What follows belongs to an exercise in optimizing a design on an open flow for small area, a short achievable clock period and few clock cycles per item; a production flow would make more cautious choices.
Where RTL was checked, it was by simulation tests only, not by an equivalence proof against the original.
No functional check of the RTL was part of run 6.
Power figures rest on the tool's default switching activity, not on a simulated workload.

File: flow/run.sh
#!/bin/bash
set -euo pipefail
export SETUP_SLACK_MARGIN=10
export BUFFER_PORTS_ARGS="-buffer_cell sky130_fd_sc_hd__buf_2"
export CTS_ARGS='-sink_clustering_enable -repair_clock_nets -sink_clustering_size 24 -sink_clustering_max_diameter 100 -buf_list {sky130_fd_sc_hd__clkbuf_16 sky130_fd_sc_hd__clkbuf_8} -dont_use_dummy_load'
bash standard.sh > standard.log 2>&1
File: constraint.sdc
create_clock -name core_clock -period 20.0 [get_ports {clk}]
set_input_delay 4.0000 -clock core_clock [delete_from_list [all_inputs] [get_ports {clk}]]
set_output_delay 4.0000 -clock core_clock [all_outputs]
set_load 0.01 [all_outputs]
File: design.v
module pfd (
  input  wire        clk,
  input  wire        rst,         
  input  wire        cmd_valid,
  output wire        cmd_ready,
  input  wire [63:0] cmd,
  input  wire [4:0]  reg_addr,
  output reg  [63:0] reg_rdata,
  input  wire [7:0]  fb_addr,
  output wire [7:0]  fb_rdata
);
  localparam [3:0] OP_NOP = 4'h0, OP_CLR = 4'h1, OP_PUSH = 4'h2, OP_LDIN = 4'h3,
                   OP_DISPATCH = 4'h4, OP_SLICE = 4'h5, OP_UNPACK = 4'h6,
                   OP_NSPLIT = 4'h7, OP_TDEC = 4'h8, OP_INSERT = 4'h9,
                   OP_PACK = 4'hA, OP_NPACK = 4'hB, OP_TENC = 4'hC,
                   OP_FINAL = 4'hD;
  localparam [3:0] ST_OK = 4'd0, ST_FRAMING = 4'd1, ST_UNKNOWN_TYPE = 4'd2,
                   ST_TRUNCATED = 4'd3, ST_ABSENT = 4'd4, ST_BAD_OPERAND = 4'd5,
                   ST_OVERFLOW = 4'd6, ST_ILLEGAL_OP = 4'd7;
  reg [511:0] fbv;            
  reg [6:0]  flen;            
  reg [3:0]  opstat;
  reg        fvalid, ovf, hdrvld, subknown;
  reg [1:0]  cls;
  reg [7:0]  r_type, r_subtype, r_seq;
  reg [47:0] acc;
  reg        acc_vld;
  reg [3:0]  acc_dsel;
  reg [7:0]  nib;             
  reg        nib_vld;
  reg        tsign;
  reg [14:0] tmag;
  reg        t_vld;
  reg [47:0] din;
  wire [3:0]  opc   = cmd[63:60];
  wire [7:0]  off   = cmd[59:52];
  wire [2:0]  nb    = cmd[51:49];
  wire [5:0]  lsb   = cmd[48:43];
  wire [5:0]  wid   = cmd[42:37];
  wire        absf  = cmd[36];
  wire [3:0]  dsel  = cmd[35:32];
  wire        tbit  = cmd[31];
  wire [30:0] rsv   = cmd[30:0];
  wire [47:0] imm   = cmd[47:0];
  wire nb_1to6    = (nb != 3'd0) && (nb != 3'd7);
  wire wid_ok     = (wid != 6'd0) && (wid <= 6'd48);
  wire field_fits = ({1'b0, lsb} + {1'b0, wid}) <= {1'b0, nb, 3'b000};
  wire no_lw      = (lsb == 6'd0) && (wid == 6'd0);
  reg word_ok;
  always @(*) begin
    case (opc)
      OP_NOP, OP_CLR:        word_ok = (cmd[59:0] == 60'd0);
      OP_PUSH:               word_ok = (cmd[59:8] == 52'd0);
      OP_LDIN:               word_ok = (cmd[59:48] == 12'd0);
      OP_DISPATCH, OP_FINAL: word_ok = (cmd[59:0] == 60'd0);
      OP_SLICE:  word_ok = nb_1to6 && wid_ok && field_fits && (dsel == 4'd0) && !tbit && (rsv == 31'd0);
      OP_UNPACK: word_ok = nb_1to6 && no_lw && (dsel <= 4'd3) && !tbit && (rsv == 31'd0);
      OP_NSPLIT: word_ok = (nb == 3'd1) && no_lw && (dsel == 4'd0) && (!tbit || off == 8'd0) && (rsv == 31'd0);
      OP_TDEC:   word_ok = (nb == 3'd2) && no_lw && (dsel == 4'd0) && !tbit && (rsv == 31'd0);
      OP_INSERT: word_ok = nb_1to6 && wid_ok && field_fits && !absf && (dsel == 4'd0) && !tbit && (rsv == 31'd0);
      OP_PACK:   word_ok = nb_1to6 && no_lw && !absf && (dsel == 4'd0) && !tbit && (rsv == 31'd0);
      OP_NPACK:  word_ok = (nb == 3'd1) && no_lw && !absf && (dsel == 4'd0) && (!tbit || off == 8'd0) && (rsv == 31'd0);
      OP_TENC:   word_ok = (nb == 3'd2) && no_lw && !absf && (dsel == 4'd0) && (rsv == 31'd0);
      default:   word_ok = 1'b0;
    endcase
  end
  wire op_push  = (opc == OP_PUSH);
  wire op_final = (opc == OP_FINAL);
  wire op_field = (opc == OP_SLICE) || (opc == OP_INSERT);    
  wire tail     = tbit && (opc == OP_NSPLIT || opc == OP_NPACK);
  wire is_wr    = op_push || op_final || (opc == OP_INSERT) || (opc == OP_PACK) ||
                  (opc == OP_NPACK) || (opc == OP_TENC);
  wire [6:0] flen_m1  = flen - 7'd1;
  wire [5:0] base     = off[5:0] | ({6{op_push}} & flen[5:0]) | ({6{tail}} & flen_m1[5:0]);
  wire [2:0] nbe      = nb | {2'b00, op_push | op_final};      
  wire [5:0] wide     = op_field ? wid : {nbe, 3'b000};        
  wire       in_frame = tail ? (flen != 7'd0)
                             : (({1'b0, off} + {6'd0, nb}) <= {2'b00, flen});
  wire [2:0] b0    = base[2:0];
  wire [2:0] w     = base[5:3];
  wire [1:0] e_idx = w[2:1] + {1'b0, w[0]};    
  wire [1:0] o_idx = w[2:1];                   
  wire [3:0] e_oh = 4'd1 << e_idx;
  wire [3:0] o_oh = 4'd1 << o_idx;
  wire [63:0] e_word = ({64{e_oh[0]}} & fbv[64*0 +: 64]) | ({64{e_oh[1]}} & fbv[64*2 +: 64]) |
                       ({64{e_oh[2]}} & fbv[64*4 +: 64]) | ({64{e_oh[3]}} & fbv[64*6 +: 64]);
  wire [63:0] o_word = ({64{o_oh[0]}} & fbv[64*1 +: 64]) | ({64{o_oh[1]}} & fbv[64*3 +: 64]) |
                       ({64{o_oh[2]}} & fbv[64*5 +: 64]) | ({64{o_oh[3]}} & fbv[64*7 +: 64]);
  wire [7:0] sel_e;
  wire [63:0] sel_e_bits;
  wire [63:0] y;
  genvar gp;
  generate
    for (gp = 0; gp < 8; gp = gp + 1) begin : g_byte
      assign sel_e[gp] = (gp >= b0) ^ w[0];
      assign sel_e_bits[8*(7-gp) +: 8] = {8{sel_e[gp]}};
      assign y[8*(7-gp) +: 8] = sel_e[gp] ? e_word[8*(7-gp) +: 8] : o_word[8*(7-gp) +: 8];
    end
  endgenerate
  wire [5:0] t_rd = lsb - {b0 + nbe, 3'b000};
  wire [5:0] t_wr = {b0 + nbe, 3'b000} - lsb;
  wire        din_neg  = din[47];
  wire [14:0] tenc_m   = din_neg ? (15'd0 - din[14:0]) : din[14:0];
  wire        tenc_s   = din_neg || tbit;
  reg  [47:0] wval;
  always @(*) begin
    wval = din;
    if (op_push)  wval[7:0] = imm[7:0];
    if (op_final) wval[7:0] = {1'b0, flen_m1};
    if (opc == OP_TENC) wval[15:0] = {tenc_s, tenc_m};
  end
  wire [63:0] rot_in  = is_wr ? {16'd0, wval} : y;
  wire [5:0]  rot_amt = is_wr ? t_wr : t_rd;
  wire [63:0] rs0 = rot_amt[0] ? {rot_in[0],    rot_in[63:1]}  : rot_in;
  wire [63:0] rs1 = rot_amt[1] ? {rs0[1:0],     rs0[63:2]}     : rs0;
  wire [63:0] rs2 = rot_amt[2] ? {rs1[3:0],     rs1[63:4]}     : rs1;
  wire [63:0] rs3 = rot_amt[3] ? {rs2[7:0],     rs2[63:8]}     : rs2;
  wire [63:0] rs4 = rot_amt[4] ? {rs3[15:0],    rs3[63:16]}    : rs3;
  wire [63:0] rot = rot_amt[5] ? {rs4[31:0],    rs4[63:32]}    : rs4;
  wire [47:0] fmask;
  genvar gm;
  generate
    for (gm = 0; gm < 48; gm = gm + 1) begin : g_fmask
      assign fmask[gm] = (gm < wide);
    end
  endgenerate
  wire [6:0]  mend = {1'b0, t_rd} + {1'b0, wide};
  wire [63:0] wmask;
  generate
    for (gm = 0; gm < 64; gm = gm + 1) begin : g_wmask
      assign wmask[gm] = mend[6] ? ((gm >= t_rd) || (gm < mend[5:0]))
                                 : ((gm >= t_rd) && (gm < mend[5:0]));
    end
  endgenerate
  wire [63:0] e_new = (wmask & sel_e_bits & rot) | (~(wmask & sel_e_bits) & e_word);
  wire [63:0] o_new = (wmask & ~sel_e_bits & rot) | (~(wmask & ~sel_e_bits) & o_word);
  wire [47:0] rd_val   = rot[47:0] & fmask;
  wire [7:0]  rd_b     = rot[7:0];
  wire [15:0] rd_h     = rot[15:0];
  wire        tenc_ok  = ((din[47:15] == 33'd0) ||
                          ((&din[47:15]) && (din[14:0] != 15'd0))) &&
                         (!tbit || din == 48'd0);
  wire        din_fits = ((din & ~fmask) == 48'd0);
  wire        din_ok   = (opc == OP_TENC) ? tenc_ok : din_fits;
  wire [7:0]  fb0 = fbv[63:56], fb1 = fbv[55:48], fb2 = fbv[47:40], fb3 = fbv[39:32];
  wire        disp_framing = ovf || (flen < 7'd2) || (fb0 != {1'b0, flen_m1});
  wire        disp_known   = (fb1 == 8'h10) || (fb1 == 8'h55) || (fb1 == 8'h20) ||
                             (fb1 == 8'h01) || (fb1 == 8'h11) || (fb1 == 8'h56);
  wire        disp_short   = (flen < 7'd4);
  wire [1:0]  disp_cls     = (fb1 == 8'h01) ? 2'd1 :
                             ((fb1 == 8'h55) || (fb1 == 8'h20) || (fb1 == 8'h56)) ? 2'd2 : 2'd3;
  wire go     = cmd_valid && !rst && word_ok;
  wire wr_go  = go && is_wr &&
                (op_push  ? (flen != 7'd64) :
                 op_final ? (flen != 7'd0)  : (din_ok && in_frame));
  always @(posedge clk) begin
    if (rst) begin
      flen      <= 7'd0;
      opstat    <= ST_OK;
      fvalid    <= 1'b0;
      ovf       <= 1'b0;
      hdrvld    <= 1'b0;
      cls       <= 2'd0;
      subknown  <= 1'b0;
      r_type    <= 8'd0;
      r_subtype <= 8'd0;
      r_seq     <= 8'd0;
      acc       <= 48'd0;
      acc_vld   <= 1'b0;
      acc_dsel  <= 4'd0;
      nib       <= 8'd0;
      nib_vld   <= 1'b0;
      tsign     <= 1'b0;
      tmag      <= 15'd0;
      t_vld     <= 1'b0;
      din       <= 48'd0;
    end else if (cmd_valid) begin
      if (opc == 4'hE || opc == 4'hF) begin
        opstat <= ST_ILLEGAL_OP;
      end else if (!word_ok) begin
        opstat <= ST_BAD_OPERAND;
      end else begin
        case (opc)
          OP_NOP: opstat <= ST_OK;
          OP_CLR: begin
            flen      <= 7'd0;
            opstat    <= ST_OK;
            fvalid    <= 1'b0;
            ovf       <= 1'b0;
            hdrvld    <= 1'b0;
            cls       <= 2'd0;
            subknown  <= 1'b0;
            r_type    <= 8'd0;
            r_subtype <= 8'd0;
            r_seq     <= 8'd0;
            acc       <= 48'd0;
            acc_vld   <= 1'b0;
            acc_dsel  <= 4'd0;
            nib       <= 8'd0;
            nib_vld   <= 1'b0;
            tsign     <= 1'b0;
            tmag      <= 15'd0;
            t_vld     <= 1'b0;
            din       <= 48'd0;
          end
          OP_PUSH: begin
            fvalid <= 1'b0;
            if (flen == 7'd64) begin
              ovf    <= 1'b1;
              opstat <= ST_OVERFLOW;
            end else begin
              flen   <= flen + 7'd1;
              opstat <= ST_OK;
            end
          end
          OP_LDIN: begin
            din    <= imm;
            opstat <= ST_OK;
          end
          OP_FINAL: begin
            if (flen == 7'd0) begin
              opstat <= ST_TRUNCATED;
            end else begin
              fvalid <= 1'b0;
              opstat <= ST_OK;
            end
          end
          OP_DISPATCH: begin
            if (disp_framing || !disp_known || disp_short) begin
              r_type    <= 8'd0;
              r_subtype <= 8'd0;
              r_seq     <= 8'd0;
              cls       <= 2'd0;
              subknown  <= 1'b0;
              hdrvld    <= 1'b0;
              fvalid    <= 1'b0;
              opstat    <= disp_framing ? ST_FRAMING :
                           !disp_known  ? ST_UNKNOWN_TYPE : ST_TRUNCATED;
            end else begin
              r_type    <= fb1;
              r_subtype <= fb2;
              r_seq     <= fb3;
              cls       <= disp_cls;
              subknown  <= (fb1 == 8'h55) && (fb2 == 8'h02);
              hdrvld    <= 1'b1;
              fvalid    <= 1'b1;
              opstat    <= ST_OK;
            end
          end
          OP_SLICE, OP_UNPACK: begin
            if (absf || !in_frame) begin
              acc      <= 48'd0;
              acc_dsel <= 4'd0;
              acc_vld  <= 1'b0;
              if (absf) begin
                opstat <= ST_ABSENT;
              end else begin
                fvalid <= 1'b0;
                opstat <= ST_TRUNCATED;
              end
            end else begin
              acc      <= rd_val;
              acc_dsel <= (opc == OP_SLICE) ? 4'd0 : dsel;
              acc_vld  <= 1'b1;
              opstat   <= ST_OK;
            end
          end
          OP_NSPLIT: begin
            if (absf || !in_frame) begin
              nib     <= 8'd0;
              nib_vld <= 1'b0;
              if (absf) begin
                opstat <= ST_ABSENT;
              end else begin
                fvalid <= 1'b0;
                opstat <= ST_TRUNCATED;
              end
            end else begin
              nib     <= rd_b;
              nib_vld <= 1'b1;
              opstat  <= ST_OK;
            end
          end
          OP_TDEC: begin
            if (absf || !in_frame) begin
              tsign <= 1'b0;
              tmag  <= 15'd0;
              t_vld <= 1'b0;
              if (absf) begin
                opstat <= ST_ABSENT;
              end else begin
                fvalid <= 1'b0;
                opstat <= ST_TRUNCATED;
              end
            end else begin
              tsign  <= rd_h[15];
              tmag   <= rd_h[14:0];
              t_vld  <= 1'b1;
              opstat <= ST_OK;
            end
          end
          OP_TENC, OP_PACK, OP_NPACK, OP_INSERT: begin
            if (!din_ok) begin
              opstat <= ST_BAD_OPERAND;
            end else if (!in_frame) begin
              opstat <= ST_TRUNCATED;
            end else begin
              fvalid <= 1'b0;
              opstat <= ST_OK;
            end
          end
          default: opstat <= ST_ILLEGAL_OP;
        endcase
      end
    end
  end
  integer k;
  always @(posedge clk) begin
    for (k = 0; k < 8; k = k + 1)
      if (wr_go && ((k % 2 == 0) ? (e_idx == k / 2) : (o_idx == k / 2)))
        fbv[64*k +: 64] <= (k % 2 == 0) ? e_new : o_new;
  end
  assign cmd_ready = 1'b1;
  wire [63:0] rsel = 64'd1 << fb_addr[5:0];
  genvar gr, gb;
  generate
    for (gr = 0; gr < 8; gr = gr + 1) begin : g_rd
      wire [63:0] col;
      for (gb = 0; gb < 64; gb = gb + 1) begin : g_b
        assign col[gb] = fbv[64*(gb/8) + 8*(7-(gb%8)) + gr];
      end
      assign fb_rdata[gr] = |(rsel & col);
    end
  endgenerate
  wire [15:0] temp = tsign ? (16'd0 - {1'b0, tmag}) : {1'b0, tmag};
  always @(*) begin
    case (reg_addr)
      5'h00: reg_rdata = {60'd0, opstat};
      5'h01: reg_rdata = {56'd0, 2'b00, subknown, cls, hdrvld, ovf, fvalid};
      5'h02: reg_rdata = {57'd0, flen};
      5'h03: reg_rdata = {56'd0, r_type};
      5'h04: reg_rdata = {56'd0, r_subtype};
      5'h05: reg_rdata = {56'd0, r_seq};
      5'h06: reg_rdata = {16'd0, acc};
      5'h07: reg_rdata = {59'd0, acc_dsel, acc_vld};
      5'h08: reg_rdata = {55'd0, nib_vld, nib};
      5'h09: reg_rdata = {31'd0, t_vld, temp, tsign, tmag};
      5'h0A: reg_rdata = {16'd0, din};
      default: reg_rdata = 64'd0;
    endcase
  end
endmodule
File: standard.sh
#!/bin/bash
# synth_recipe.tcl (not shown) runs the flow's synth.tcl, then flattens the netlist and writes it again
# the make line also repeats each setting of config.mk as NAME=value (left out here)
make -C /OpenROAD-flow-scripts/flow DESIGN_CONFIG=/design/flow/config.mk WORK_HOME=/design/flow/orfs CLKGATE_MAP_FILE= SYNTH_SCRIPT=/design/flow/synth_recipe.tcl "${@:-finish}"
File: config.mk
export PLATFORM = sky130hd
export DESIGN_NAME = pfd
export DESIGN_NICKNAME = pfd
export VERILOG_FILES = /design/flow/design.v
export SDC_FILE = /design/flow/constraint.sdc
export NUM_CORES = 8
export LEC_CHECK = 0
export ABC_AREA = 1
export CAP_MARGIN = 5
export CORE_MARGIN = 2
export CORE_UTILIZATION = 35
export PLACE_DENSITY = 0.45
export SLEW_MARGIN = 5
==> results of run 1 <==
## per-layer routing
metal  up-vias  GRT usage
met4        22      0.228
met1     24300      0.592
met3       560      0.124
met5         -          0
li1      21200          -
met2      3278      0.583
## timing repair
item,CTS,global route
pin swaps,67,32
buffers inserted,84,23
setup endpoints to repair,250,389
resized for setup,361,95
gates cloned,5,0
## worst register-to-register path, delay by kind of cell (launching register included)
| family | cells | cell delay [ns] |
|---|---|---|
| compound gates | 2 | 0.67 |
| fa+ha+maj | 1 | 0.68 |
| buf+inv | 5 | 1.98 |
| simple gates | 15 | 3.07 |
| flops | 1 | 0.62 |
## kinds of logic (layout without fill, tap and decap cells)
logic type / Yosys count / count (layout)
adders and majority gates: 67 / 67
and+or+nand+nor: 3432 / 3433
AOI/OAI and AO/OA: 990 / 990
buffers and inverters: 825 / 913
DFF: 679 / 679
xor gates and xnor gates: 26 / 26
other: 2 / 23
## cell type report
cell class | count | share of cell area
antenna | 6 | 0.000295
clock buffer | 40 | 0.0197
inverter | 524 | 0.0404
multi-input combinational | 4533 | 0.477
sequential | 679 | 0.368
tap | 1650 | 0.0406
timing repair buffer | 349 | 0.0545
## power breakdown
| part | internal, uW | leakage, uW | switching [uW] |
|---|---|---|---|
| combinational | 475 | 0.0130 | 2180 |
| clock | 357 | 0.000493 | 504 |
| sequential | 1660 | 0.00597 | 0.194 |
| total | 2490 | 0.0195 | 2690 |
## synth_stat cells, types with 29 or more instances
| cell | n |
|---|---|
| nor2_1 | 672 |
| buf_2 | 96 |
| a221oi_1 | 77 |
| nor3_1 | 49 |
| buf_4 | 41 |
| inv_1 | 489 |
| nand3_1 | 1285 |
| o21ai_1 | 173 |
| nand2_1 | 1218 |
| nand3_2 | 31 |
| edfxtp_1 | 512 |
| clkbuf_1 | 106 |
| inv_2 | 29 |
| dfxtp_1 | 167 |
| buf_1 | 49 |
| ha_1 | 38 |
| nor4_1 | 29 |
| o22ai_1 | 94 |
| nand4_1 | 101 |
| a21oi_1 | 278 |
| o21ai_0 | 216 |
## through the flow
stage	setup WS (ns)	total power, uW	area, sq um
finish	9.59	5180	50900
global route	9.60	5200	50900
CTS	9.68	4960	50300
detailed placement	7.73	4080	46700
global placement	7.79	4080	46700
floorplan	10.13	2800	44400
## sequential cells by signal, indices dropped and copies added, names as in the netlist, 2 cells and up
register	count
fbv	512
acc	48
din	48
tmag	15
nib	8
r_seq	8
r_subtype	8
r_type	8
flen	7
acc_dsel	4
opstat	3
cls	2
## final timing paths
check | from | to | slack [ns] | cells past startpoint
hold reg to reg | r_type[3]$_SDFFE_PP0P_ | r_type[3]$_SDFFE_PP0P_ | 0.46 | 2
setup reg to reg | flen[0]$_SDFFE_PP0P_ | fbv[339]$_DFFE_PP_ | 12.67 | 23
hold / removal | r_type[3]$_SDFFE_PP0P_ | r_type[3]$_SDFFE_PP0P_ | 0.46 | 2
setup / recovery | fb_addr[3] | fb_rdata[5] | 9.59 | 13
==> results.tsv, run 1 <==
stage	metric	value	unit
run_status	run status	no timing/DRC/antenna violations	
clock_network	CTS tree	done	
placed_design	post-DP HPWL	219	mm
layout	commonest non-fill, non-tap cells in the layout	nand3_1, nand2_1, nor2_1, edfxtp_1, inv_1	
clock_network	Clock Path Buffers	3	
synth	Yosys Warn Count	1	
timing	period utilization	0.521	
worst_setup_path	crit-path max cell delay	0.69	ns
worst_setup_path	Setup crit end kind	output pin	
layout	ratio of cells with drive above 1 in the final layout	0.126	
synth	Post-synth EDFFs	512	
pwr	leakage power	0.0195	uW
clock_network	TritonCTS buffer count	40	
synth	Mapped Area	0.0444	sq mm
clock_network	clock transition at the registers of the reported paths	0.10	ns
flow_run	max_cap viols	0	
layout	sequential cell area	0.0187	sq mm
timing	max-slew violations	0	
timing	worst hold slack	0.459	ns
placed_design	Inst Count DP	7623	
timing	setup TNS	0	ns
synth	Avg Cell Area, Syn	7.37	sq um
global_routing	initial antenna violation count	22	
die	I/O pin cnt	153	
synth	complex-gate fraction of the synthesized area	0.132	
layout	fin util	0.405	
timing	Final Hold Viols	0	
global_routing	vias in the first global route	43700	
layout	fillcell total	13300	
clock_network	worst skew pair latency	0.72	ns
route	max layer used	met5	
clock_network	Clock Sinks	679	
worst_setup_path	Crit Path Category	in -> out	
timing	Worst Clk Skew	0.149	ns
die	Die Span X	360	um
route	total detailed-routing wirelength	285	mm
synth	Post-Synth Adder-Cell Area	0.0184	
layout	Area Growth Syn to Fin	14.7	%
pwr	PwrDens	102	mW/mm^2
worst_hold_path	min-delay worst type	reg -> reg	
clock_network	clk root buf	clkbuf_16	
worst_setup_path	Buf/Inv on CP	7	
placed_design	PortBufs	133	
worst_setup_path	maximum fanout along the worst path	5	
synth	largest family of logic cells by synthesized area	simple AND/OR/NAND/NOR gates	
clock_network	CTS H-tree lvls	2	
global_routing	global-route wire length before repair	378	mm
die	die area	0.130	sq mm
route	drt wl/cell	36.6	um
clock_network	hold_buf cts	0	
pwr	Peak VDD IR	0.0756	mV
route	DRT Pass-1 Iters	7	
synth	Simple-Gate Fraction of Synth Area	0.344	
layout	fin nets	6250	
layout	most common cell after layout, fill and taps aside	nand3_1	
synth	top-area cell type share of the netlist area	0.347	
die	row count	130	
worst_setup_path	Critical Path Slowest Stage Cell	a2111oi_4	
synth	Cell variety after synth	68	
route	length of routed met3 wiring	36.4	mm
route	drt drc	0	
worst_setup_path	CP Cell Sequence	buf_12 -> clkinvlp_4 -> buf_6 -> buf_6 -> nor2_4 -> nand3_2 -> clkinvlp_4 -> buf_4 -> nand2_1 -> nand4_1 -> a2111oi_4 -> nand4_1 -> buf_2	
route	initial DRC count	8381	
route	Routed Antenna Nets	0	
die	core area	0.126	sq mm
global_routing	largest net degree at the start of global routing	82	
worst_setup_path	critical path's top delay family	buffers and inverters	
die	die height	360	um
placed_design	Placer Congestion	1.07	
global_routing	global route total overflow	0	
layout	Multi-input gate area	0.0243	sq mm
worst_setup_path	CP startpoint kind	input pin	
route	metal2 WL	112	mm
worst_setup_path	CP arrival	6.41	ns
timing	Fmax	0.0961	GHz
layout	Post-Layout Cell Count	7781	
synth	Post-Synth XOR/XNOR Area	0.00564	
synth	post-synthesis sequential area ratio	0.422	
timing	setup violators final	0	
global_routing	total track usage	0.424	
die	Starting Density	0.353	
timing	worst slew pin tran	1.27	ns
synth	Syn Inst Count	6021	
synth	synthesized flop and latch total	679	
synth	mux cell area share after synthesis	0	
synth	leading area contributor after synthesis	edfxtp_1	
worst_setup_path	WP data required	16.00	ns
route	Avg Vias per Cell	6.35	
route	total number of vias	49400	
synth	fraction of registers with async set/reset	0	
timing	crit path time final	10.41	ns
synth	ranking of synthesized cells by area	edfxtp_1, nand3_1, nand2_1	
synth	prevailing post-synth register cell	edfxtp_1	
timing	RSZ-0062 raised after global routing	yes	
route	met1 WL	118	mm
timing	Slew HR	0.142	
Testbench counts, summed over its fixed seeds: cycles 8,304, cmds 8,296.
==> run 2, diff against run 1 <==
--- a/config.mk
+++ b/config.mk
@@ -8,6 +8,6 @@
 export ABC_AREA = 1
-export CAP_MARGIN = 5
+export CAP_MARGIN = 15
 export CORE_MARGIN = 2
-export CORE_UTILIZATION = 35
-export PLACE_DENSITY = 0.45
-export SLEW_MARGIN = 5
+export CORE_UTILIZATION = 42
+export PLACE_DENSITY = 0.55
+export SLEW_MARGIN = 15
==> run 2 against run 1 <==
First-iteration DRC count is 13% higher. Maximum frequency hardly changed. Still clean. Clock-buffer cell count is 3 lower. Cell count is 3.5% lower. Wire length is 5.0% lower. Die area is 16% lower. Via count is 1.5% higher.
==> results.tsv, run 2 <==
stage	metric	value	unit
run_status	run status	no timing/DRC/antenna violations	
clock_network	clock transition at the registers of the reported paths	0.09	ns
timing	Fmax	0.0961	GHz
global_routing	largest net degree at the start of global routing	76	
clock_network	CTS H-tree lvls	2	
flow_run	max_cap viols	0	
worst_hold_path	Hold Path Stages	2	
layout	Multi-input gate area	0.0243	sq mm
layout	sequential cell area	0.0187	sq mm
worst_setup_path	Reg2Reg Setup Slack	12.95	ns
clock_network	clk root buf	clkbuf_16	
pwr	Peak VDD IR	0.0759	mV
worst_setup_path	CP arrival	6.41	ns
die	row count	119	
timing	setup TNS	0	ns
worst_setup_path	RR Endpoint	fbv[70]$_DFFE_PP_	
layout	fillcell total	10700	
worst_setup_path	most frequent CP cell	nand4_1	
synth	synthesized flop and latch total	679	
worst_setup_path	CP startpoint kind	input pin	
pwr	Final Power	5060	uW
worst_setup_path	r2r worst-path depth	25	
worst_setup_path	WP data required	16.00	ns
global_routing	global-route wire length before repair	356	mm
synth	Avg Cell Area, Syn	7.37	sq um
layout	most common cell after layout, fill and taps aside	nand3_1	
die	die height	329	um
global_routing	total track usage	0.480	
pwr	leakage power	0.0193	uW
timing	RSZ-0062 raised after global routing	yes	
synth	ranking of synthesized cells by area	edfxtp_1, nand3_1, nand2_1	
placed_design	PortBufs	133	
synth	Yosys Warn Count	1	
worst_setup_path	Critical Path Slowest Stage Cell	a2111oi_1	
global_routing	global route total overflow	0	
synth	top-area cell type share of the netlist area	0.347	
clock_network	CTS tree	done	
timing	period utilization	0.520	
global_routing	vias in the first global route	43100	
die	Die Span X	329	um
route	Routed Antenna Nets	0	
synth	prevailing post-synth register cell	edfxtp_1	
worst_setup_path	maximum fanout along the worst path	9	
timing	setup violators final	0	
synth	post-synthesis sequential area ratio	0.422	
layout	Post-Layout Cell Count	7508	
route	drt wl/cell	36.0	um
clock_network	Clock Path Buffers	3	
timing	Final Hold Viols	0	
worst_setup_path	Crit Path Category	in -> out	
timing	max-slew violations	0	
die	Starting Density	0.423	
layout	commonest non-fill, non-tap cells in the layout	nand3_1, nand2_1, nor2_1, edfxtp_1, inv_1	
pwr	PwrDens	101	mW/mm^2
route	total number of vias	50100	
synth	top post-synthesis cells by count	nand3_1, nand2_1, nor2_1	
synth	Syn Inst Count	6021	
clock_network	Clock Sinks	679	
layout	ratio of cells with drive above 1 in the final layout	0.124	
route	drt drc	0	
placed_design	post-DP HPWL	207	mm
layout	fin nets	6219	
placed_design	Placer Congestion	1.16	
synth	fraction of registers with async set/reset	0	
die	die area	0.108	sq mm
layout	Biggest register	fbv	
die	core area	0.105	sq mm
route	Avg Vias per Cell	6.68	
synth	most common cell in the synthesized netlist	nand3_1	
clock_network	worst skew pair latency	0.70	ns
route	initial DRC count	9502	
layout	Area Growth Syn to Fin	13.3	%
timing	crit path time final	10.41	ns
worst_setup_path	Setup crit end kind	output pin	
worst_setup_path	crit-path max cell delay	0.71	ns
worst_hold_path	hold wc startpoint	r_type[3]$_SDFFE_PP0P_	
die	I/O pin cnt	153	
global_routing	initial antenna violation count	17	
clock_network	TritonCTS buffer count	37	
timing	Worst Clk Skew	0.137	ns
layout	fin util	0.479	
placed_design	Inst Count DP	7359	
layout	biggest regs	fbv (512), acc (48), din (48)	
worst_hold_path	hold path endpoint	r_type[3]$_SDFFE_PP0P_	
synth	Post-synth EDFFs	512	
synth	Cell variety after synth	68	
synth	Mapped Area	0.0444	sq mm
layout	Largest register FFs	512	
route	DRT Pass-1 Iters	6	
route	total detailed-routing wirelength	271	mm
timing	Slew HR	0.0982	
worst_setup_path	CP Cell Sequence	buf_8 -> inv_4 -> nor2_4 -> nand2_2 -> nor2_1 -> buf_4 -> nand2_1 -> nand4_1 -> a2111oi_1 -> nand4_1 -> buf_2	
synth	leading area contributor after synthesis	edfxtp_1	
timing	worst slew pin tran	1.34	ns
worst_setup_path	worst reg2reg startpoint	flen[0]$_SDFFE_PP0P_	
worst_hold_path	min-delay worst type	reg -> reg	
==> run 2: cell counts after synthesis <==
No cell type changed its count.
==> run 2: report_power, final <==
| part | internal, uW | switching, uW |
|---|---|---|
| combinational | 468 | 2110 |
| sequential | 1660 | 0.241 |
| clock | 332 | 490 |
| total | 2460 | 2600 |
==> run 2: cell type report <==
class | instances | area share
well taps | 1391 | 0.0346
clock buffers | 37 | 0.0184
diodes | 23 | 0.00115
repair buffers | 317 | 0.0494
flip-flops and latches | 679 | 0.372
multi-input cells | 4537 | 0.484
inverters | 524 | 0.0403
==> run 2: what timing repair did <==
action                                  CTS  global route
endpoints found under the setup margin  758           868
pin swaps                                41            55
gates resized for setup                 305           141
hold buffers                              0             0
buffers inserted                         35            42
gates cloned                              5             5
==> run 2: stage by stage <==
step                      cell area, sq um  hold WS [ns]  setup slack (ns)
final                                50300         0.450              9.59
after global routing                 50200         0.469              9.68
after CTS                            49100         0.453              9.65
after detailed placement             46300         0.439              7.98
after global placement               46300         0.440              7.94
after floorplan                      44400         0.419             10.13
==> run 2: worst max path at each step <==
stage / endpoint / start
after floorplan: fbv[0]$_DFFE_PP_ / cmd[37]
after global placement: fb_rdata[4] / fb_addr[4]
after detailed placement: fb_rdata[4] / fb_addr[4]
after CTS: fb_rdata[0] / fb_addr[1]
after global routing: fb_rdata[2] / fb_addr[4]
final: fb_rdata[4] / fb_addr[3]
==> run 2: kinds of logic (layout without fill, tap and decap cells) <==
kind of cell               count (synthesis)  after routing  synth area share
AOI/OAI and AO/OA                        990            990             0.132
xor gates and xnor gates                  26             26           0.00564
adders and majority gates                 67             67            0.0184
buffers and inverters                    825            878            0.0776
DFF                                      679            679             0.422
other                                      2             40          0.000169
and+or+nand+nor                         3432           3437             0.344
==> run 2: layer usage <==
layer	global-route usage	part of all wire	wire, um
met1	0.640	0.38	103000
met2	0.633	0.38	103000
met3	0.211	0.16	44200
met4	0.287	0.077	20800
met5	0.00304	0.00024	66
==> run 2: worst max-delay path, delay by kind of cell <==
family | cells | cell delay [ns]
compound gates | 1 | 0.71
simple gates | 6 | 0.95
buf+inv | 4 | 0.73
==> run 3, diff against run 2 <==
--- a/config.mk
+++ b/config.mk
@@ -10,4 +10,4 @@
 export CORE_MARGIN = 2
-export CORE_UTILIZATION = 42
-export PLACE_DENSITY = 0.55
+export CORE_UTILIZATION = 35
+export PLACE_DENSITY = 0.45
 export SLEW_MARGIN = 15
==> run 3 against run 2 <==
First-iteration DRC count is 8.6% lower. Total power is 2.5% higher. Non-clock buffer count is 4 lower. Maximum frequency is 0.12% lower. Global-route usage is 5.7 points lower. Clock power is 5.4% higher. Area after synthesis stayed put. Combinational power is 3% higher. Worst setup slack worse by 0.012 ns. Critical path type unchanged.
==> results.tsv, run 3 <==
stage	metric	value	unit
run_status	run status	no timing/DRC/antenna violations	
die	I/O pin cnt	153	
placed_design	Inst Count DP	7623	
worst_setup_path	Setup crit end kind	output pin	
route	initial DRC count	8688	
die	die area	0.130	sq mm
clock_network	Clock Sinks	679	
synth	synthesized flop and latch total	679	
die	die height	360	um
timing	Fmax	0.0960	GHz
worst_hold_path	min-delay worst type	reg -> reg	
synth	top post-synthesis cells by count	nand3_1, nand2_1, nor2_1	
synth	leading area contributor after synthesis	edfxtp_1	
clock_network	CTS H-tree lvls	2	
layout	biggest regs	fbv (512), acc (48), din (48)	
clock_network	clk root buf	clkbuf_16	
route	total number of vias	49500	
clock_network	TritonCTS buffer count	40	
placed_design	post-DP HPWL	219	mm
pwr	Peak VDD IR	0.0788	mV
timing	max-slew violations	0	
synth	Avg Cell Area, Syn	7.37	sq um
worst_setup_path	CP arrival	6.42	ns
global_routing	largest net degree at the start of global routing	82	
worst_hold_path	Hold Path Stages	2	
clock_network	clock transition at the registers of the reported paths	0.07	ns
layout	ratio of cells with drive above 1 in the final layout	0.117	
timing	setup violators final	0	
layout	commonest non-fill, non-tap cells in the layout	nand3_1, nand2_1, nor2_1, edfxtp_1, inv_1	
layout	fin nets	6214	
worst_setup_path	Reg2Reg Setup Slack	12.71	ns
placed_design	PortBufs	133	
layout	Area Growth Syn to Fin	13.2	%
route	DRT Pass-1 Iters	7	
worst_setup_path	r2r worst-path depth	23	
synth	Post-synth EDFFs	512	
pwr	leakage power	0.0192	uW
flow_run	max_cap viols	0	
synth	fraction of registers with async set/reset	0	
placed_design	Placer Congestion	1.07	
timing	Slew HR	0.144	
route	total detailed-routing wirelength	285	mm
synth	top-area cell type share of the netlist area	0.347	
clock_network	CTS tree	done	
timing	Final Hold Viols	0	
synth	Mapped Area	0.0444	sq mm
timing	RSZ-0062 raised after global routing	yes	
pwr	PwrDens	103	mW/mm^2
placed_design	placed inst area	0.0467	sq mm
timing	crit path time final	10.42	ns
layout	most common cell after layout, fill and taps aside	nand3_1	
route	Routed Antenna Nets	0	
die	row count	130	
die	Die Span X	360	um
global_routing	global-route wire length before repair	377	mm
layout	Largest register FFs	512	
route	drt wl/cell	36.7	um
timing	Worst Clk Skew	0.158	ns
synth	ranking of synthesized cells by area	edfxtp_1, nand3_1, nand2_1	
global_routing	total track usage	0.423	
die	Starting Density	0.353	
synth	Yosys Warn Count	1	
die	core area	0.126	sq mm
clock_network	hold_buf cts	0	
synth	Cell variety after synth	68	
route	drt drc	0	
timing	worst slew pin tran	1.27	ns
worst_setup_path	WP data required	16.00	ns
worst_setup_path	maximum fanout along the worst path	8	
layout	Post-Layout Inst Area	0.0502	sq mm
global_routing	initial antenna violation count	19	
synth	post-synthesis sequential area ratio	0.422	
clock_network	Clock Path Buffers	3	
layout	Post-Layout Cell Count	7754	
synth	most common cell in the synthesized netlist	nand3_1	
global_routing	vias in the first global route	43700	
clock_network	worst skew pair latency	0.72	ns
route	Avg Vias per Cell	6.38	
timing	period utilization	0.521	
synth	Syn Inst Count	6021	
worst_setup_path	CP startpoint kind	input pin	
layout	fillcell total	13300	
synth	prevailing post-synth register cell	edfxtp_1	
layout	Multi-input gate area	0.0239	sq mm
worst_setup_path	Crit Path Category	in -> out	
layout	sequential cell area	0.0187	sq mm
global_routing	global route total overflow	0	
layout	Biggest register	fbv	
timing	setup TNS	0	ns
run 3: area by class of cell:
class                      instances  area share
tap                             1650      0.0411
sequential                       679       0.373
timing repair buffer             313      0.0479
multi-input combinational       4533       0.477
antenna                           15    0.000748
clock buffer                      40      0.0199
inverter                         524      0.0407
run 3: per-stage QoR:
stage          total power, uW  setup WS, ns  hold slack [ns]  utilization
2_1_floorplan             2800         10.13            0.419            -
6_report                  5180          9.58            0.456        0.399
3_3_place_gp              4080          7.79            0.427        0.371
4_1_cts                   4950          9.70            0.455        0.394
5_1_grt                   5200          9.60            0.482        0.399
3_5_place_dp              4080          7.75            0.432        0.371
run 3: logic make-up (layout without fill, tap and decap cells):
group | count (synthesis) | after routing | share of synthesized area
buffers and inverters | 825 | 877 | 0.0776
other | 2 | 32 | 0.000169
AOI/OAI and AO/OA | 990 | 990 | 0.132
xor gates and xnor gates | 26 | 26 | 0.00564
DFF | 679 | 679 | 0.422
and+or+nand+nor | 3432 | 3433 | 0.344
adders and majority gates | 67 | 67 | 0.0184
run 3: per-layer routing:
layer	track usage	up-vias	wire length [um]
li1	-	21200	-
met1	0.581	24300	116000
met2	0.585	3438	113000
met3	0.140	575	37900
met4	0.217	22	17100
met5	0	-	152
run 3: where the power goes:
| group | internal, uW | switching [uW] |
|---|---|---|
| Clock | 357 | 508 |
| Sequential | 1660 | 0.205 |
| Combinational | 472 | 2180 |
run 3: final timing paths:
check / startpoint / endpoint
max: fb_addr[3] / fb_rdata[4]
min: acc_dsel[2]$_SDFFE_PP0P_ / acc_dsel[2]$_SDFFE_PP0P_
max reg2reg: flen[0]$_SDFFE_PP0P_ / fbv[268]$_DFFE_PP_
min reg2reg: acc_dsel[2]$_SDFFE_PP0P_ / acc_dsel[2]$_SDFFE_PP0P_
run 3: what timing repair did:
item	CTS	global route
buffers inserted	52	20
gates resized for setup	273	103
pin swaps	38	19
cloned	4	0
setup endpoints to repair	240	412
run 3: worst max-delay path: stages:
cell	delay, ns
buf_12	0.08
clkinvlp_4	0.14
buf_4	0.19
nor2_4	0.35
nand3_2	0.34
o22ai_2	0.39
a21oi_2	0.14
o2111ai_1	0.26
nor4_1	0.13
nand4_1	0.20
buf_2	0.18
==> run 4, diff against run 3 <==
--- a/flow/run.sh
+++ b/flow/run.sh
@@ -2,3 +2,3 @@
 set -euo pipefail
-export SETUP_SLACK_MARGIN=10
+export SETUP_SLACK_MARGIN=9.5
 export BUFFER_PORTS_ARGS="-buffer_cell sky130_fd_sc_hd__buf_2"
==> run 4 against run 3 <==
Worst hold slack worse by 0.012 ns. Sequential power hardly changed. Critical endpoint is now fb_rdata[5]. Largest power group unchanged. Flip-flop and latch count stayed put. Combinational power is 2% lower. Worst setup slack worse by 0.21 ns. Total power is 1.1% lower. Still clean. Synthesized cell count stayed put. Wire length is 0.84% lower.
==> results.tsv, run 4 <==
stage	metric	value	unit
layout	commonest non-fill, non-tap cells in the layout	nand3_1, nand2_1, nor2_1, edfxtp_1, inv_1	
pwr	PwrDens	105	mW/mm^2
route	drt wl/cell	36.7	um
timing	max-slew violations	0	
pwr	Clock power frac	0.168	
route	initial DRC count	8327	
synth	leading area contributor after synthesis	edfxtp_1	
route	total number of vias	49000	
global_routing	global route total overflow	0	
placed_design	Placer Congestion	1.07	
synth	Avg Cell Area, Syn	7.37	sq um
die	core area	0.126	sq mm
layout	Biggest register	fbv	
global_routing	global-route wire length before repair	375	mm
timing	Final WS setup	9.37	ns
synth	top-area cell type share of the netlist area	0.347	
worst_setup_path	CP startpoint kind	input pin	
synth	prevailing post-synth register cell	edfxtp_1	
timing	period utilization	0.532	
layout	Area Growth Syn to Fin	10.2	%
pwr	Flop pwr share	0.324	
synth	fraction of registers with async set/reset	0	
worst_setup_path	Setup crit end kind	output pin	
timing	Worst Clk Skew	0.159	ns
pwr	Sw Pwr	2660	uW
placed_design	PortBufs	133	
global_routing	total track usage	0.420	
clock_network	Clock Sinks	679	
pwr	Comb power frac	0.508	
synth	Syn Inst Count	6021	
pwr	Pint	2460	uW
clock_network	TritonCTS buffer count	40	
layout	most common cell after layout, fill and taps aside	nand3_1	
pwr	switch share	0.520	
clock_network	clk root buf	clkbuf_16	
route	Avg Vias per Cell	6.36	
run_status	run status	no timing/DRC/antenna violations	
global_routing	vias in the first global route	43200	
layout	Largest register FFs	512	
clock_network	clock transition at the registers of the reported paths	0.07	ns
timing	Final Hold Viols	0	
clock_network	hold_buf cts	0	
timing	Slew HR	0.106	
timing	Fmax	0.0940	GHz
synth	most common cell in the synthesized netlist	nand3_1	
synth	Cell variety after synth	68	
worst_hold_path	min-delay worst type	reg -> reg	
synth	synthesized flop and latch total	679	
synth	top post-synthesis cells by count	nand3_1, nand2_1, nor2_1	
timing	setup violators final	0	
placed_design	post-DP HPWL	219	mm
global_routing	largest net degree at the start of global routing	82	
worst_setup_path	Crit Path Category	in -> out	
clock_network	Clock Path Buffers	3	
clock_network	CTS tree	done	
worst_setup_path	WP data required	16.00	ns
die	Die Span X	360	um
flow_run	max_cap viols	0	
route	Routed Antenna Nets	0	
layout	biggest regs	fbv (512), acc (48), din (48)	
clock_network	worst skew pair latency	0.72	ns
die	Starting Density	0.353	
timing	setup TNS	0	ns
route	drt drc	0	
worst_setup_path	maximum fanout along the worst path	18	
synth	Yosys Warn Count	1	
timing	worst slew pin tran	1.34	ns
placed_design	dpl ws	7.75	ns
worst_setup_path	CP arrival	6.63	ns
pwr	leakage power	0.0187	uW
pwr	Peak VDD IR	0.0761	mV
die	I/O pin cnt	153	
route	DRT Pass-1 Iters	6	
timing	crit path time final	10.63	ns
die	row count	130	
layout	fin nets	6162	
synth	Mapped Area	0.0444	sq mm
die	die area	0.130	sq mm
timing	RSZ-0062 raised after global routing	yes	
route	total detailed-routing wirelength	282	mm
synth	Post-synth EDFFs	512	
synth	ranking of synthesized cells by area	edfxtp_1, nand3_1, nand2_1	
synth	post-synthesis sequential area ratio	0.422	
layout	ratio of cells with drive above 1 in the final layout	0.0944	
global_routing	initial antenna violation count	19	
clock_network	CTS H-tree lvls	2	
die	die height	360	um
-- run 4: power groups by stage --
stage | sequential, uW | combinational [uW] | clock [uW]
6_report | 1660 | 2600 | 860
5_1_grt | 1660 | 2580 | 908
4_1_cts | 1660 | 2400 | 866
3_5_place_dp | 1690 | 2380 | 0
3_3_place_gp | 1690 | 2390 | 0
2_1_floorplan | 1690 | 1110 | 0
-- run 4: through the flow --
| step | utilization | area, sq um | hold slack (ns) | cells | power [uW] |
|---|---|---|---|---|---|
| final | 0.389 | 48900 | 0.445 | 7698 | 5120 |
| after global routing | 0.389 | 48900 | 0.481 | 7687 | 5140 |
| after CTS | 0.387 | 48600 | 0.443 | 7685 | 4930 |
| after detailed placement | 0.371 | 46700 | 0.432 | 7623 | 4080 |
| after global placement | 0.371 | 46700 | 0.427 | 7623 | 4080 |
| after floorplan | - | 44400 | 0.419 | 6036 | 2800 |
-- run 4: worst max-delay path, cell delays in order --
cell	delay, ns
buf_16	0.17
inv_2	0.15
buf_12	0.16
buf_4	0.25
nor2_2	0.20
nand2_1	0.10
nand4_1	0.45
a2111oi_4	0.70
nand4_1	0.21
buf_2	0.21
-- run 4: cell families after synthesis --
group,Yosys count,share of synthesized area
compound gates,990,0.132
xor+xnor,26,0.00564
fa+ha+maj,67,0.0184
buf+inv,825,0.0776
flops,679,0.422
other cells,2,0.000169
simple gates,3432,0.344
-- run 4: routing by layer --
layer,global-route usage,part of all wire,vias to the layer above
met3,0.132,0.13,569
met2,0.583,0.40,3226
met4,0.206,0.060,30
li1,-,-,21100
met5,0.00629,0.0019,-
met1,0.584,0.41,24100
-- run 4: layout make-up --
cell class                      instances  area, sq um
Fill cell                           13400        76800
Multi-Input combinational cell       4533        23300
Sequential cell                       679        18700
Tap cell                             1650         2060
Inverter                              524         2010
Timing Repair Buffer                  261         1780
Clock buffer                           40         1000
Antenna cell                           11         27.5
-- run 4: what timing repair did --
item | CTS | global route
buffers inserted | 20 | 1
gates resized for setup | 139 | 58
setup endpoints to repair | 22 | 192
pin swaps | 16 | 10
hold endpoints to repair | 0 | 0
gates cloned | 2 | 1
-- run 4: worst paths after layout --
check                           slack, ns  cells past startpoint                     start                        to
worst min-delay path                 0.44                      2  acc_dsel[3]$_SDFFE_PP0P_  acc_dsel[3]$_SDFFE_PP0P_
worst min register to register       0.44                      2  acc_dsel[3]$_SDFFE_PP0P_  acc_dsel[3]$_SDFFE_PP0P_
worst max register to register      12.07                     23      flen[0]$_SDFFE_PP0P_         fbv[14]$_DFFE_PP_
worst max-delay path                 9.37                     10                fb_addr[5]               fb_rdata[5]
==> run 5, diff against run 4 <==
==> flow/run.sh (replaced) <==
#!/bin/bash
set -euo pipefail
export SETUP_SLACK_MARGIN=10
export BUFFER_PORTS_ARGS="-buffer_cell sky130_fd_sc_hd__buf_2"
export CTS_ARGS='-sink_clustering_enable -repair_clock_nets -sink_clustering_size 30 -sink_clustering_max_diameter 90 -buf_list {sky130_fd_sc_hd__clkbuf_16 sky130_fd_sc_hd__clkbuf_8} -dont_use_dummy_load'
bash standard.sh > standard.log 2>&1
==> run 5 against run 4 <==
Via count up 0.88%. Maximum frequency up 1.4%. Clock skew down 0.023 ns. Critical path depth up 1. Cell area up 3.1%. Area after synthesis unchanged. Non-clock buffer count up 57. Combinational power up 2%. Global-route usage up 0.28 points. Critical path type unchanged. Largest power group unchanged.
==> results.tsv, run 5 <==
stage	metric	value	unit
clock_network	Clock Sinks	679	
layout	Biggest register	fbv	
layout	biggest regs	fbv (512), acc (48), din (48)	
synth	Cell variety after synth	68	
timing	Slew HR	0.142	
timing	period utilization	0.524	
route	total number of vias	49400	
global_routing	total track usage	0.423	
route	initial DRC count	8323	
clock_network	hold_buf cts	0	
run_status	run status	no timing/DRC/antenna violations	
timing	Final Hold Viols	0	
route	drt drc	0	
die	Die Span X	360	um
synth	most common cell in the synthesized netlist	nand3_1	
placed_design	Placer Congestion	1.07	
die	row count	130	
pwr	Peak VDD IR	0.0801	mV
route	total detailed-routing wirelength	284	mm
global_routing	global-route wire length before repair	378	mm
die	I/O pin cnt	153	
worst_setup_path	Reg2Reg Setup Slack	12.76	ns
worst_setup_path	r2r worst-path depth	23	
synth	prevailing post-synth register cell	edfxtp_1	
clock_network	Clock Path Buffers	3	
clock_network	CTS H-tree lvls	2	
layout	fin util	0.401	
clock_network	worst skew pair latency	0.74	ns
synth	Avg Cell Area, Syn	7.37	sq um
worst_hold_path	hold wc startpoint	acc_dsel[2]$_SDFFE_PP0P_	
worst_hold_path	Hold Path Stages	2	
timing	Worst Clk Skew	0.136	ns
global_routing	largest net degree at the start of global routing	82	
synth	top post-synthesis cells by count	nand3_1, nand2_1, nor2_1	
synth	Post-synth EDFFs	512	
worst_setup_path	critical path depth	11	
worst_setup_path	Setup crit start	fb_addr[0]	
layout	Area Growth Syn to Fin	13.7	%
worst_hold_path	min-delay worst type	reg -> reg	
synth	Syn Inst Count	6021	
timing	max-slew violations	0	
layout	fin nets	6223	
timing	Final WS setup	9.52	ns
worst_setup_path	Setup crit end kind	output pin	
worst_setup_path	Crit Path Category	in -> out	
route	DRT Pass-1 Iters	8	
timing	worst slew pin tran	1.27	ns
worst_setup_path	critical path's top delay family	simple AND/OR/NAND/NOR gates	
die	Starting Density	0.353	
die	core area	0.126	sq mm
placed_design	dpl ws	7.75	ns
timing	Fmax	0.0954	GHz
worst_setup_path	CP startpoint kind	input pin	
synth	Yosys Warn Count	1	
synth	ranking of synthesized cells by area	edfxtp_1, nand3_1, nand2_1	
route	Avg Vias per Cell	6.37	
placed_design	post-DP HPWL	219	mm
layout	Largest register FFs	512	
synth	top-area cell type share of the netlist area	0.347	
worst_setup_path	Critical Path Slowest Stage Cell	nor2_4	
clock_network	CTS tree	done	
worst_setup_path	maximum fanout along the worst path	8	
layout	most common cell after layout, fill and taps aside	nand3_1	
pwr	PwrDens	104	mW/mm^2
placed_design	PortBufs	133	
clock_network	TritonCTS buffer count	44	
worst_setup_path	worst reg2reg startpoint	flen[0]$_SDFFE_PP0P_	
global_routing	initial antenna violation count	16	
timing	RSZ-0062 raised after global routing	yes	
synth	synthesized flop and latch total	679	
worst_setup_path	Buf/Inv on CP	3	
timing	setup violators final	0	
layout	commonest non-fill, non-tap cells in the layout	nand3_1, nand2_1, nor2_1, edfxtp_1, inv_1	
synth	fraction of registers with async set/reset	0	
die	die area	0.130	sq mm
worst_setup_path	CP arrival	6.48	ns
timing	setup TNS	0	ns
pwr	Final Power	5220	uW
global_routing	vias in the first global route	43800	
die	die height	360	um
worst_setup_path	CP Cell Sequence	buf_8 -> inv_2 -> nand3_1 -> nor2_4 -> nand3_2 -> o22ai_2 -> a21oi_2 -> o2111ai_1 -> nor4_1 -> nand4_1 -> buf_4	
pwr	leakage power	0.0193	uW
clock_network	clk root buf	clkbuf_16	
route	Routed Antenna Nets	0	
synth	leading area contributor after synthesis	edfxtp_1	
synth	Mapped Area	0.0444	sq mm
global_routing	global route total overflow	0	
worst_setup_path	WP data required	16.00	ns
layout	ratio of cells with drive above 1 in the final layout	0.120	
flow_run	max_cap viols	0	
synth	post-synthesis sequential area ratio	0.422	
timing	crit path time final	10.48	ns
worst_setup_path	crit-path max cell delay	0.47	ns
clock_network	clock transition at the registers of the reported paths	0.06	ns
route	drt wl/cell	36.7	um
[run 5: cell count changes in the layout (fill, tap and decap cells not counted), sizes merged]
cell	before	now
diode	11	12
clkinvlp	6	9
clkbuf	40	45
clkinv	4	5
inv	514	510
buf	259	315
[run 5: per-layer routing]
layer | global-route usage | vias up | wire, um
met2 | 0.583 | 3279 | 113000
met1 | 0.582 | 24400 | 117000
met3 | 0.139 | 542 | 37000
met4 | 0.223 | 22 | 18100
met5 | 0 | - | 149
li1 | - | 21200 | -
[run 5: layout make-up]
class                   instances  area [sq um]
inverters                     524          2050
diodes                         12          30.0
clock buffers                  44          1100
fillers                     13300         75300
well taps                    1650          2060
flip-flops and latches        679         18700
repair buffers                318          2450
multi-input cells            4533         24000
[run 5: worst paths after layout]
| check | endpoint |
|---|---|
| worst max register to register | fbv[268]$_DFFE_PP_ |
| worst min-delay path | acc_dsel[2]$_SDFFE_PP0P_ |
| worst min register to register | acc_dsel[2]$_SDFFE_PP0P_ |
| worst max-delay path | fb_rdata[4] |
[run 5: worst register-to-register path, cell delays in order, from the launching register on]
cell	delay (ns)
dfxtp_1	0.63
inv_2	0.23
nand2_1	0.11
nand2_1	0.06
nand2_1	0.29
nor2_1	0.09
nor2_2	0.09
buf_4	0.49
inv_2	0.44
ha_4	0.66
inv_4	0.36
buf_6	0.36
nand3_1	0.14
nand2_1	0.13
o21ai_1	0.64
nand2_1	0.25
nand3_1	0.16
nand3_1	0.12
nand3_1	0.15
nand3_1	0.15
nand3_1	0.15
nand3_1	0.46
nand3_1	0.51
o21ai_1	0.30
[run 5: timing repair]
action,4_1_cts,5_1_grt
pin swaps,38,25
buffers inserted,52,25
gates cloned,4,0
gates resized for setup,272,128
setup endpoints to repair,247,418
[run 5: per-stage QoR]
| stage | std cells | hold WS (ns) | area (sq um) |
|---|---|---|---|
| floorplan | 6036 | 0.419 | 44400 |
| global placement | 7623 | 0.427 | 46700 |
| detailed placement | 7623 | 0.432 | 46700 |
| CTS | 7723 | 0.454 | 49700 |
| global route | 7748 | 0.481 | 50400 |
| finish | 7760 | 0.451 | 50400 |
[run 5: power breakdown]
group	total, uW	leakage, uW	switching [uW]	internal (uW)
Sequential	1660	0.00597	0.194	1660
Combinational	2650	0.0128	2180	471
Clock	907	0.000542	517	390
Total	5220	0.0193	2700	2520
[run 5: kinds of logic after synthesis]
| logic type | Yosys count | synth area share |
|---|---|---|
| DFF | 679 | 0.422 |
| buffers and inverters | 825 | 0.0776 |
| xor gates and xnor gates | 26 | 0.00564 |
| adders and majority gates | 67 | 0.0184 |
| AOI/OAI and AO/OA | 990 | 0.132 |
| and+or+nand+nor | 3432 | 0.344 |
| other | 2 | 0.000169 |
==> run 6, diff against run 5 <==
--- a/design.v
+++ b/design.v
@@ -323,3 +323,4 @@
   assign cmd_ready = 1'b1;
-  wire [63:0] rsel = 64'd1 << fb_addr[5:0];
+  wire [63:0] rsel;
+  pfd_dec64 u_rdec (.a(fb_addr[5:0]), .y(rsel));
   genvar gr, gb;
@@ -331,3 +332,3 @@
       end
-      assign fb_rdata[gr] = |(rsel & col);
+      pfd_andor64 u_ao (.s(rsel), .d(col), .y(fb_rdata[gr]));
     end
@@ -352 +353,21 @@
 endmodule
+module pfd_dec64 (
+  input  wire [5:0]  a,
+  output wire [63:0] y
+);
+  wire [7:0] hi = 8'd1 << a[5:3];
+  wire [7:0] lo = 8'd1 << a[2:0];
+  genvar g;
+  generate
+    for (g = 0; g < 64; g = g + 1) begin : g_y
+      assign y[g] = hi[g / 8] & lo[g % 8];
+    end
+  endgenerate
+endmodule
+module pfd_andor64 (
+  input  wire [63:0] s,
+  input  wire [63:0] d,
+  output wire        y
+);
+  assign y = |(s & d);
+endmodule
==> flow/run.sh (replaced) <==
#!/bin/bash
set -euo pipefail
export SETUP_SLACK_MARGIN=10
export BUFFER_PORTS_ARGS="-buffer_cell sky130_fd_sc_hd__buf_2"
bash standard.sh > standard.log 2>&1
--- a/config.mk
+++ b/config.mk
@@ -7,7 +7,9 @@
 export LEC_CHECK = 0
-export ABC_AREA = 1
-export CAP_MARGIN = 15
+export CAP_MARGIN = 40
 export CORE_MARGIN = 2
 export CORE_UTILIZATION = 35
+export CTS_BUF_LIST = sky130_fd_sc_hd__clkbuf_8
+export CTS_CLUSTER_SIZE = 20
 export PLACE_DENSITY = 0.45
-export SLEW_MARGIN = 15
+export SLEW_MARGIN = 40
+export SYNTH_HIERARCHICAL = 1
==> run 6 against run 5 <==
Area after synthesis increased by 7.5%. Clock-buffer cell count increased by 95. Sequential share of layout area decreased by 4.4 points. Clock skew decreased by 0.061 ns. Critical path depth increased by 10. First-iteration DRC count increased by 12%. Utilization increased by 2.2 points. Synthesized cell count decreased by 15%.
==> results.tsv, run 6 <==
stage	metric	value	unit
clock_network	clk root buf	clkbuf_8	
layout	Largest register FFs	512	
placed_design	Placer Congestion	1.10	
layout	biggest regs	fbv (512), acc (48), din (48)	
worst_setup_path	WP data required	20.75	ns
worst_setup_path	worst reg2reg startpoint	flen[0]$_SDFFE_PP0P_	
synth	Cell variety after synth	121	
clock_network	CTS tree	done	
timing	setup TNS	0	ns
timing	crit path time final	10.31	ns
route	drt drc	0	
worst_setup_path	Crit Path Category	in -> reg	
clock_network	clock transition at the registers of the reported paths	0.05	ns
route	initial DRC count	9358	
synth	Syn Inst Count	5098	
layout	Area Growth Syn to Fin	20.1	%
die	I/O pin cnt	153	
placed_design	post-DP HPWL	274	mm
synth	largest family of logic cells by synthesized area	compound AO/OA/AOI/OAI gates	
global_routing	total track usage	0.505	
global_routing	global-route wire length before repair	470	mm
layout	ratio of cells with drive above 1 in the final layout	0.230	
worst_setup_path	maximum fanout along the worst path	41	
timing	worst hold slack	0.454	ns
worst_setup_path	critical path's top delay family	compound AO/OA/AOI/OAI gates	
worst_setup_path	most frequent CP cell	buf_4	
synth	top post-synthesis cells by count	edfxtp_1, nor2_1, nand2_1	
synth	ranking of synthesized cells by area	edfxtp_1, dfxtp_1, nor2_1	
global_routing	met1 Track Usage GR	0.600	
placed_design	PortBufs	133	
route	total number of vias	54200	
synth	Post-synth EDFFs	512	
synth	Mapped Area	0.0477	sq mm
timing	Final Hold Viols	0	
clock_network	worst skew pair latency	0.93	ns
global_routing	initial antenna violation count	43	
synth	Post-Synth XOR/XNOR Area	0.0157	
worst_setup_path	crit-path max cell delay	0.76	ns
synth	Simple-Gate Fraction of Synth Area	0.164	
die	row count	135	
flow_run	max_cap viols	0	
clock_network	CTS H-tree lvls	4	
global_routing	met3 usage	0.204	
route	Avg Vias per Cell	7.46	
synth	post-synthesis sequential area ratio	0.393	
placed_design	placed inst area	0.0519	sq mm
pwr	PwrDens	110	mW/mm^2
synth	synthesized flop and latch total	679	
worst_setup_path	CP arrival	11.06	ns
synth	prevailing post-synth register cell	edfxtp_1	
worst_setup_path	CP Cell Sequence	buf_6 -> nor4b_4 -> buf_4 -> nor3_2 -> buf_4 -> a21boi_4 -> buf_4 -> buf_4 -> o21ai_4 -> buf_6 -> a22oi_1 -> or3_1 -> o21ai_1 -> nor2_1 -> o22a_1 -> o221ai_1 -> a21o_1 -> a21oi_1 -> nand2_1 -> o21ai_0 -> buf_4	
global_routing	global route total overflow	0	
worst_setup_path	Setup crit end kind	flip-flop	
timing	period utilization	0.515	
global_routing	GRT Max-Usage Layer	met2	
synth	top-area cell type share of the netlist area	0.323	
clock_network	TritonCTS buffer count	135	
global_routing	largest net degree at the start of global routing	67	
timing	max-slew violations	0	
worst_setup_path	Buf/Inv on CP	7	
worst_hold_path	hold wc startpoint	acc[25]$_SDFFE_PP0P_	
synth	leading area contributor after synthesis	edfxtp_1	
route	drt wl/cell	50.5	um
route	DRT Pass-1 Iters	9	
synth	mux cell area share after synthesis	0.0715	
clock_network	Clock Path Buffers	3	
synth	Avg Cell Area, Syn	9.35	sq um
die	core area	0.135	sq mm
die	Die Span X	373	um
layout	fin nets	5472	
layout	fillcell total	13400	
synth	Yosys Warn Count	7	
global_routing	vias in the first global route	48500	
layout	most common cell after layout, fill and taps aside	edfxtp_1	
worst_setup_path	Setup crit start	cmd[63]	
synth	Post-Synth Adder-Cell Area	0.0175	
die	die area	0.139	sq mm
layout	Post-Layout Inst Area	0.0573	sq mm
timing	worst slew pin tran	1.00	ns
synth	complex-gate fraction of the synthesized area	0.296	
global_routing	met2 Use GR	0.706	
timing	Fmax	0.0970	GHz
worst_setup_path	Critical Path Slowest Stage Cell	a22oi_1	
layout	commonest non-fill, non-tap cells in the layout	edfxtp_1, nand2_1, nor2_1, buf_4, a21oi_1	
timing	Slew HR	0.331	
timing	Worst Clk Skew	0.0749	ns
die	Starting Density	0.352	
layout	Biggest register	fbv	
timing	RSZ-0062 raised after global routing	yes	
clock_network	hold_buf cts	0	
die	die height	373	um
synth	fraction of registers with async set/reset	0	
pwr	Peak VDD IR	0.0842	mV
pwr	leakage power	0.0200	uW
worst_hold_path	min-delay worst type	reg -> reg	
worst_setup_path	CP startpoint kind	input pin	
timing	setup violators final	0	
route	Routed Antenna Nets	0	
route	total detailed-routing wirelength	366	mm
clock_network	Clock Sinks	679	
synth	most common cell in the synthesized netlist	edfxtp_1	
run_status	run status	no timing/DRC/antenna violations	
[run 6: metal layers]
metal	vias up	part of all wire
met5	-	0.00069
met4	32	0.10
met3	1268	0.14
met2	4827	0.40
met1	27200	0.36
li1	20800	-
[run 6: power by group]
part	internal (uW)	switching (uW)
clock	731	709
sequential	1660	0.348
combinational	806	2390
[run 6: cell type report]
cell class / instances / area [sq um] / area share
tap: 1781 / 2230 / 0.0389
multi-input combinational: 3966 / 29200 / 0.510
antenna: 26 / 65.1 / 0.00114
clock buffer: 139 / 1910 / 0.0334
inverter: 70 / 274 / 0.00478
timing repair buffer: 498 / 4170 / 0.0728
clock inverter: 99 / 664 / 0.0116
sequential: 679 / 18700 / 0.327
[run 6: kinds of logic after synthesis]
group / count (synthesis)
and+or+nand+nor: 1634
adders and majority gates: 69
AOI/OAI and AO/OA: 1893
DFF: 679
muxes: 270
xor gates and xnor gates: 82
other: 2
buffers and inverters: 469
[run 6: through the flow]
step	utilization	power (uW)	std cells	setup WS [ns]
floorplan	-	2960	5113	9.58
global placement	0.379	4420	6890	6.90
finish	0.423	6300	7258	9.69
CTS	0.415	5980	7193	9.84
detailed placement	0.384	4460	6905	7.32
global route	0.423	6280	7234	9.79
[run 6: worst paths after layout]
kind                          end  slack (ns)  cells past startpoint
max             fbv[22]$_DFFE_PP_        9.69                     21
min          acc[25]$_SDFFE_PP0P_        0.45                      2
max reg2reg     fbv[22]$_DFFE_PP_       12.02                     25
min reg2reg  acc[25]$_SDFFE_PP0P_        0.45                      2
[run 6: worst reg2reg max path, delay by kind of cell (launching register included)]
kind | cells | cell delay [ns]
simple gates | 5 | 1.97
flops | 1 | 0.29
compound gates | 8 | 2.50
xor+xnor | 1 | 0.10
fa+ha+maj | 2 | 0.71
buf+inv | 9 | 2.26
[run 6: repair_timing]
| item | CTS | global route |
|---|---|---|
| gates cloned | 2 | 3 |
| setup endpoints to repair | 614 | 557 |
| gates resized for setup | 242 | 84 |
| pin swaps | 48 | 35 |
| setup buffers | 48 | 29 |
[run 6: Yosys stat by module, one instance, submodules excluded]
module	cells inside	times used	flip-flops and latches
pfd_andor64	37	8	0
pfd	4707	1	679
pfd_dec64	95	1	0

-- separate check: timing with driven ports --
The flow's constraints put no driver on any port. The routed layouts listed below were extracted and timed again, unchanged, in two steps. Step 1 assumes that a clkbuf_16 drives the clock port and a buf_2 every other input. Step 2 moves the port delays by t, midway between the first and last clock arrival at a register: inputs arrive t later, outputs are due t later. That takes back most of the time a late clock gives input paths. a / b / c = no drivers / after step 1 / after step 2; a / b = the first two.
| run | shift t [ns] | slack for setup (ns) | worst setup path at the end | pins driven straight from the clock port |
|---|---|---|---|---|
| run 1 | 0.729 | 9.590 / 9.438 / 9.281 | input to register | 1 |
| run 2 | 0.717 | 9.592 / 9.552 / 9.300 | input to register | 1 |
| run 3 | 0.729 | 9.579 / 9.382 / 9.331 | input to register | 1 |
| run 4 | 0.725 | 9.367 / 9.161 / 8.702 | input to register | 1 |
| run 5 | 0.752 | 9.518 / 9.348 / 9.235 | input to register | 1 |
| run 6 | 0.972 | 9.690 / 9.591 / 8.756 | input to register | 1 |
After both steps setup and hold are still met in every run listed. The setup slack of run 6, which loses most, moves by -0.099 ns with the drivers and by -0.934 ns with both steps.
